What follows belongs to an exercise in optimizing a design on an open flow for a short achievable clock period and few clock cycles; a production flow would make more cautious choices.
RTL that was checked went through simulation tests only; none was proved equivalent to the original.
For run 1, only the layout was checked, not whether the RTL still works.
No activity file was given, so power comes from the tool's default toggle rates.

==> flow/design.v, too long to show whole: its modules and the start of the top module <==
// module rdt3_frame_decoder: 1982 lines
module rdt3_frame_decoder (
    input  wire        clk,
    input  wire        rst,
    input  wire        in_valid,
    output wire        in_ready,
    input  wire [31:0] in_data,
    input  wire [2:0]  in_nbytes,    
    input  wire        in_last,
    output reg         out_valid,
    input  wire        out_ready,
    output reg  [31:0] out_seq,
    output reg  [31:0] out_ack,
    output reg         out_is_ack,
    output reg  [31:0] out_digest,
    output reg  [31:0] out_crc,
    output reg         out_corrupt,
    output reg         out_malformed,
    output reg  [15:0] out_len,
    output reg  [15:0] out_poff,
    output reg  [15:0] out_plen
);
  // ...
==> flow/run.sh <==
#!/bin/bash
# synth_recipe.tcl (not shown) runs the flow's synth.tcl, then flattens the netlist and writes it again
# the make line also repeats each setting of config.mk as NAME=value (left out here)
make -C /OpenROAD-flow-scripts/flow DESIGN_CONFIG=/design/flow/config.mk WORK_HOME=/design/flow/orfs CLKGATE_MAP_FILE= SYNTH_SCRIPT=/design/flow/synth_recipe.tcl finish
==> flow/config.mk <==
export PLATFORM = sky130hd
export DESIGN_NAME = rdt3_frame_decoder
export DESIGN_NICKNAME = rdt3_frame_decoder
export VERILOG_FILES = /design/flow/design.v
export SDC_FILE = /design/flow/constraint.sdc
export NUM_CORES = 4
export LEC_CHECK = 0
export ABC_CLOCK_PERIOD_IN_PS = 1500
export CAP_MARGIN = 20
export CORE_MARGIN = 2
export CORE_UTILIZATION = 60
export CTS_CLUSTER_DIAMETER = 100
export CTS_CLUSTER_SIZE = 25
export SETUP_SLACK_MARGIN = 3.0
export SLEW_MARGIN = 20
==> flow/constraint.sdc <==
create_clock -name core_clock -period 5.0 [get_ports {clk}]
set_input_delay 1.0000 -clock core_clock [delete_from_list [all_inputs] [get_ports {clk}]]
set_output_delay 1.0000 -clock core_clock [all_outputs]
set_load 0.01 [all_outputs]
==> results.txt, run 1 <==
* Flop pwr share at 0.634
* Initial antenna violation count at 4
* Ports at around 220
* CTS Hold Buffers Added at 0
* Starting Density at 0.603
* Multi-input combinational cell area at a little under 50000 sq um
* Post-route cell area at ~130000 sq um
* Synth Area per Inst at 11.7 sq um
* Crit-path slowest cell: fa_2
* Largest family of logic cells by synthesized area: XOR/XNOR gates
* Synth top area share at 0.384
* Met2 Track Usage GR at 0.444
* GR Util met1 at 0.410
* Tapcells at ~2300
* CTS tree: done
* Simple-Gate Fraction of Synth Area at 0.0877
* #MultiIn Comb at 5628
* Die ar. at about 180000 sq um
* Via density at about 5.7
* Drt drc at 0
* Clock share of power at 0.316
* Seq group at about 0.020 W
* Combinational Power Share at 0.050
* CP required at 5.54 ns
* Fill cells at around 12000
* Worst-Skew Late Latency at around 0.81 ns
* Biggest register: h_rec
* Crit Reg-Reg Endpoint: v_ack[62]
* Multi-input gate share of total cell area at 0.392
* Final Skew at 0.0349 ns
* Sequential share of the synthesized area at 0.544
* Count of buffer and inverter cells on the critical path at 3
* Outcome: finished clean
* Post-CTS sizing at around 1800
==> run 2: changes to the inputs <==
--- a/flow/design.v
+++ b/flow/design.v
@@ -14,17 +14,17 @@
     output reg  [31:0] out_digest,
     output reg  [31:0] out_crc,
     output reg         out_corrupt,
     output reg         out_malformed,
     output reg  [15:0] out_len,
     output reg  [15:0] out_poff,
     output reg  [15:0] out_plen
 );
-    localparam integer SLOTS = 5;    
+    localparam integer SLOTS = 6;    
     localparam [31:0] CRC_INIT = 32'hFFFFFFFF;
         function [31:0] crc_loop;
         input [31:0] x;
         begin
             crc_loop[0] = x[31];
             crc_loop[1] = (x[0] ^ x[31]);
             crc_loop[2] = (x[1] ^ x[31]);
             crc_loop[3] = x[2];
@@ -1730,20 +1730,21 @@
                 neg_s  <= neg_s | neg3;
                 if (has43) poff_s <= poff3;
             end
         end
         if (v3)
             crc_s <= (st3 ? crc_loop(crc_s) : 32'd0) ^ z3;
     end
     wire cap   = v3 & l3;
-    reg  rv, pv, uv, vv, hv;
+    reg  rv, pv, uv, xv, vv, hv;
     wire adv_o = ~hv | out_ready;
     wire adv_v = ~vv | adv_o;
-    wire adv_u = ~uv | adv_v;
+    wire adv_x = ~xv | adv_v;
+    wire adv_u = ~uv | adv_x;
     wire adv_p = ~pv | adv_u;
     wire adv_r = ~rv | adv_p;
     reg        r_four;
     reg [39:0] r_bcd0, r_bcd1, r_bcd3;
     reg [3:0]  r_bcd2;
     reg [15:0] r_cnt;
     reg [3:0]  r_bad, r_neg;
     reg [10:0] r_len, r_poff;
@@ -1860,33 +1861,52 @@
                 s1 = {1'b0, r[4*b +: 4]} + {1'b0, r[32 + 4*b +: 4]} + 5'd1;
                 blocks[4*b +: 4]      = s0[3:0];
                 blocks[32 + 4*b +: 4] = s1[3:0];
                 blocks[64 + b]        = s0[4];
                 blocks[72 + b]        = s1[4];
             end
         end
     endfunction
+    reg        x_mal, x_isack, x_neg0, x_neg1;
+    reg [63:0] x_seq, x_ack, x_dig;
+    reg [31:0] x_crc;
+    reg [10:0] x_len, x_poff, x_plen;
+    always @(posedge clk) begin
+        if (adv_x & uv) begin
+            x_mal   <= u_mal;
+            x_isack <= u_isack;
+            x_neg0  <= u_neg0;
+            x_neg1  <= u_neg1;
+            x_seq   <= csa32(u_seq);
+            x_ack   <= csa32(u_ack);
+            x_dig   <= csa32(u_dig);
+            x_crc   <= ~((u_q1 ? crc_m1(u_y) : u_y) ^ u_nb);
+            x_len   <= u_len;
+            x_poff  <= u_poff;
+            x_plen  <= u_plen;
+        end
+    end
     reg        v_mal, v_isack, v_neg0, v_neg1;
     reg [79:0] v_seq, v_ack, v_dig;
     reg [31:0] v_crc;
     reg [10:0] v_len, v_poff, v_plen;
     always @(posedge clk) begin
-        if (adv_v & uv) begin
-            v_mal   <= u_mal;
-            v_isack <= u_isack;
-            v_neg0  <= u_neg0;
-            v_neg1  <= u_neg1;
-            v_seq   <= blocks(csa32(u_seq));
-            v_ack   <= blocks(csa32(u_ack));
-            v_dig   <= blocks(csa32(u_dig));
-            v_crc   <= ~((u_q1 ? crc_m1(u_y) : u_y) ^ u_nb);
-            v_len   <= u_len;
-            v_poff  <= u_poff;
-            v_plen  <= u_plen;
+        if (adv_v & xv) begin
+            v_mal   <= x_mal;
+            v_isack <= x_isack;
+            v_neg0  <= x_neg0;
+            v_neg1  <= x_neg1;
+            v_seq   <= blocks(x_seq);
+            v_ack   <= blocks(x_ack);
+            v_dig   <= blocks(x_dig);
+            v_crc   <= x_crc;
+            v_len   <= x_len;
+            v_poff  <= x_poff;
+            v_plen  <= x_plen;
         end
     end
     function [7:0] bcarry;       
         input [15:0] co;         
         reg [7:0] g, p, g2, p2;
         integer b, d;
         begin
             g = co[7:0];
@@ -1954,28 +1974,30 @@
             default: occ_n = occ;
         endcase
     end
     always @(posedge clk) begin
         if (rst) begin
             rv         <= 1'b0;
             pv         <= 1'b0;
             uv         <= 1'b0;
+            xv         <= 1'b0;
             vv         <= 1'b0;
             hv         <= 1'b0;
             out_valid  <= 1'b0;
             occ        <= 3'd0;
             occ_lt1    <= 1'b1;
             occ_lt0    <= 1'b1;
             in_ready_r <= 1'b1;
         end else begin
             if (adv_r) rv <= cap;
             if (adv_p) pv <= rv;
             if (adv_u) uv <= pv;
-            if (adv_v) vv <= uv;
+            if (adv_x) xv <= uv;
+            if (adv_v) vv <= xv;
             hv         <= adv_o ? vv : out_valid;
             out_valid  <= adv_o ? vv : hv;
             occ        <= occ_n;
             occ_lt1    <= (occ_n < SLOTS - 1);
             occ_lt0    <= (occ_n < SLOTS);
             in_ready_r <= (inc & ~dec) ? occ_lt1 : ((~inc & dec) ? 1'b1 : occ_lt0);
         end
     end
==> run 2 against run 1 <==
  * Core utilization decreased by 0.81 points
  * Sequential share of layout area increased by 3.5 points
  * Routed wire length grew 5.4%
  * First-iteration DRC count grew 4.9%
  * Power is 9.8% higher
  * Setup slack better by 0.058 ns
  * Via count increased by 2.5%
  * Worst hold slack got worse by 0.042 ns
  * Largest power group unchanged
==> results.txt, run 2 <==
* # nets final at between 10000 and 15000
* Yosys reg bits at 2466
* Die ar. at 192000 sq um (+6.3%)
* Ys Warns at 1
* Worst setup endpoint: pt1[2]
* Share of layout cells above drive strength 1 at 0.191
* Crit path launch: in_nbytes[0]
* Finished Layout Cells at 12300
* Detailed Route WL at roughly 280000 um
* R2R depth at 9
* Crit Reg-Reg Endpoint: u_y[3]
* Top_reg_cell synth: edfxtp_1
* Max reg flops at between 150 and 200
* Synth top cells by count: edfxtp_1 (1616), xnor2_1 (1017), dfxtp_1 (850), inv_1 (578), nor2_1 (561)
* Clock Path Buffers at 3
* # rows at 159
* Outcome: finished clean
* Fill cells at 13000 (+6.4%)
* Synth Area per Inst at 12.4 sq um (+5.4%)
* Pins Over Slew Limit at 0
* Synth area leaders: edfxtp_1 (43%), dfxtp_1 (15%), xnor2_1 (7.9%), fa_1 (5.5%), xor2_1 (3.3%)
* Clock sink count at around 2500
* DRT iter0 DRCs at 6912
* Worst R2R Start: p_y[6]
* Root cell of the clock tree: clkbuf_16
* Die H at 438 um
* Tightest Hold Check Type: in2reg
* Via density at 5.68 (+0.16%)
* Simple-Gate Fraction of Synth Area at 0.0763 (-0.0115)
* Vias in the first global route at 67400
* Post-synth EDFFs at between 1500 and 2000
* Drt pass-1 iters at 10
* Most common cell after layout, fill and taps aside: edfxtp_1
* Starting Density at 0.603 (about the same)
* IR Drop Worst-Case VDD at between 0.0003 and 0.0004 V
* Top-count cell post-synth: edfxtp_1
* Combinational Power Share at 0.038 (-0.012)
* Placed cell count at around 11000
* Grt total ovfl at 0
* TNS Setup at 0 ns
* Final HPWL DP at around 190000 um
* Final period util at 0.496
* Worst-path maximum fanout at 4
* Routed via count at 69700
* Fmax at about 0.40 GHz
* Post-Synth Adder-Cell Area at 0.0800
* Max-slew headroom at 0.232
* Worst-Skew Late Latency at 0.83 ns (+0.02 ns)
* Post-synthesis compound-gate area fraction at 0.0917
* Port Buffers at 205
* Crit path time final at around 2.5 ns
* Ports at 221 (unchanged)
* Leak Pwr at 49.9 nW
* Synth top area share at 0.430 (+0.0451)
* Placer Congestion at ~0.90
* Biggest register: h_rec
* GRT Overall Usage at 0.280
* CTS Hold Buffers Added at 0 (unchanged)
* Critical Path End Type: flop
* CTS tree: done
* WL/cell at 22.7 um
* Clock share of power at 0.319 (+0.003)
* RSZ-0062 raised after global routing: true
* Sequential share of the synthesized area at 0.580 (+0.0357)
* Synth cell types at 85
* ANT nets after route at 0
* Worst-Margin Slew at between 1 and 1.5 ns
* Core area at roughly 190000 sq um
* Sw power at about 0.0072 W
* Crit path launch type: input pin
* Multiplexer share of the synthesized area at 0.0162
* Cell count after synthesis at slightly above 9000
* Sw frac at 0.213
* P_int at about 0.027 W
* Yosys top cell by area: edfxtp_1
* Drt drc at 0 (unchanged)
* Critical Path AT at around 3.2 ns
* First-pass GRT wire length at just over 400000 um
* Die width at roughly 440 um
* Cell Area, Synth at ~110000 sq um
* Flop pwr share at 0.643 (+0.009)
* Critical path class: in2reg
* Final Hold Fails at 0
* CTS H-tree depth at 3
* CP required at 5.71 ns (+0.17 ns)
* Commonest non-fill, non-tap cells in the layout: edfxtp_1 (1616), xnor2_1 (835), dfxtp_1 (621)
* Final Skew at 0.0669 ns (+0.0320 ns)
* Initial antenna violation count at 7 (+3)
* # setup viols final at 0
* Max-cap viol count at 0
* Post-Synth XOR/XNOR Area at 0.117
* Largest family of logic cells by synthesized area: XOR/XNOR gates
* Area delta synth->final at 16.9%
* Clk slew on worst S/H paths at 0.09 ns
* Total CTS buffers at around 110
* Async SR Flop Fraction at 0
* Flop2flop setup slack at around 2.7 ns
* Largest net degree at the start of global routing at roughly 200
* Pwr Density at 258 nW/um^2
* Biggest regs: h_rec: 164 flops, p_dig: 118 flops
==> run 2: cell types whose count changed in the layout (fill, tap and decap cells not counted), sizes merged, moves of 19 or more <==
| cell | delta |
|---|---|
| a21o | +27 |
| clkbuf | +26 |
| edfxtp | +256 |
| inv | -104 |
| nand3 | -36 |
| nor3 | -23 |
| or3 | -32 |
| xnor2 | -19 |
| xor2 | +51 |
==> run 2: worst min path at each step <==
stage | depth (start not counted) | end | from
final | 1 | n1[0] | in_nbytes[0]
after global routing | 1 | n1[0] | in_nbytes[0]
after detailed placement | 0 | dg2[3] | dg1[3]
after floorplan | 0 | dg2[0] | dg1[0]
after global placement | 0 | dg2[2] | dg1[2]
after CTS | 1 | n1[2] | in_nbytes[2]
==> run 2: metrics by stage <==
step | instance area [sq um] | util | power [W] | setup WS [ns] | hold slack (ns)
global placement | 117000 | 0.625 | 0.0234 | 0.707 | 0.312
detailed placement | 117000 | 0.625 | 0.0234 | 0.685 | 0.313
CTS | 128000 | 0.684 | 0.0341 | 2.60 | 0.216
global route | 132000 | 0.704 | 0.0350 | 2.51 | 0.235
finish | 132000 | 0.704 | 0.0340 | 2.52 | 0.267
floorplan | 113000 | - | 0.0230 | -4.34 | 0.310
==> run 2: power groups by stage <==
stage | registers (W) | logic (W) | clock network (W)
2_1_floorplan | 0.0222 | 0.000750 | 0
3_3_place_gp | 0.0223 | 0.00102 | 0
3_5_place_dp | 0.0224 | 0.00104 | 0
4_1_cts | 0.0219 | 0.00120 | 0.0111
5_1_grt | 0.0219 | 0.00141 | 0.0118
6_report | 0.0219 | 0.00131 | 0.0108
==> run 2: area by class of cell <==
type,instances,area (sq um),area share
Clock buffer,190,3120,0.0236
Timing Repair Buffer,954,9990,0.0757
Clock inverter,22,310,0.00235
Tap cell,2495,3120,0.0236
Antenna cell,1,2.50,0.0000190
Multi-Input combinational cell,5566,47400,0.359
Sequential cell,2466,65900,0.499
Inverter,578,2190,0.0166
==> run 2: cells by family after synthesis <==
group	Yosys count
fa+ha+maj	536
buf+inv	1103
simple gates	1830
flops	2466
other cells	1
xor+xnor	1480
compound gates	1524
mux	179
==> run 2: routing by layer <==
metal | wire length (um) | GRT usage | vias up
met3 | 15700 | 0.0302 | 476
met2 | 134000 | 0.457 | 2334
met1 | 119000 | 0.397 | 34500
li1 | - | - | 32400
met5 | 0 | 0 | -
met4 | 10300 | 0.0921 | 0
==> run 2: what timing repair did <==
item | in CTS | in global routing
setup buffers | 418 | 202
endpoints found under the setup margin | 2268 | 1062
pin swaps | 147 | 175
gates resized for setup | 1593 | 368
cloned | 26 | 16
==> run 2: worst max-delay path: stages <==
cell	delay (ns)
buf_8	0.10
or3_4	0.46
and3b_1	0.21
nand4b_1	0.14
or3_4	0.27
inv_4	0.06
ha_4	0.15
or2_4	0.24
mux2_4	0.27
mux2_4	0.28
Testbench counts of run 2, summed over its fixed seeds: cycles 70,360.

==> re-timing with driven ports <==
Ports are ideal in the flow. The routed layouts listed here were re-timed in OpenROAD. Step 1 sets driving cells, clkbuf_16 on the clock port and buf_2 on the other inputs (assumed; they add their load-dependent delay and slew). Step 2 times the ports against the registers' clock, not the clock port: input delays grow and output delays shrink by t, the midpoint of the rising clock arrivals with the driver on. Slacks: ideal / step 1 / step 2; pairs: ideal / step 1.
run | shift t [ns] | slack for setup (ns) | worst hold slack (ns) | worst setup path at the end
run 1 | 0.873 | 2.461 / 2.461 / 1.912 | 0.310 / 0.256 / 0.334 | input to register
run 2 | 0.888 | 2.518 / 2.565 / 1.677 | 0.267 / 0.233 / 0.306 | input to register
After both steps setup and hold are still met in every run listed. The setup slack of run 2, which loses most, moves by +0.047 ns with the drivers and by -0.841 ns with both steps.
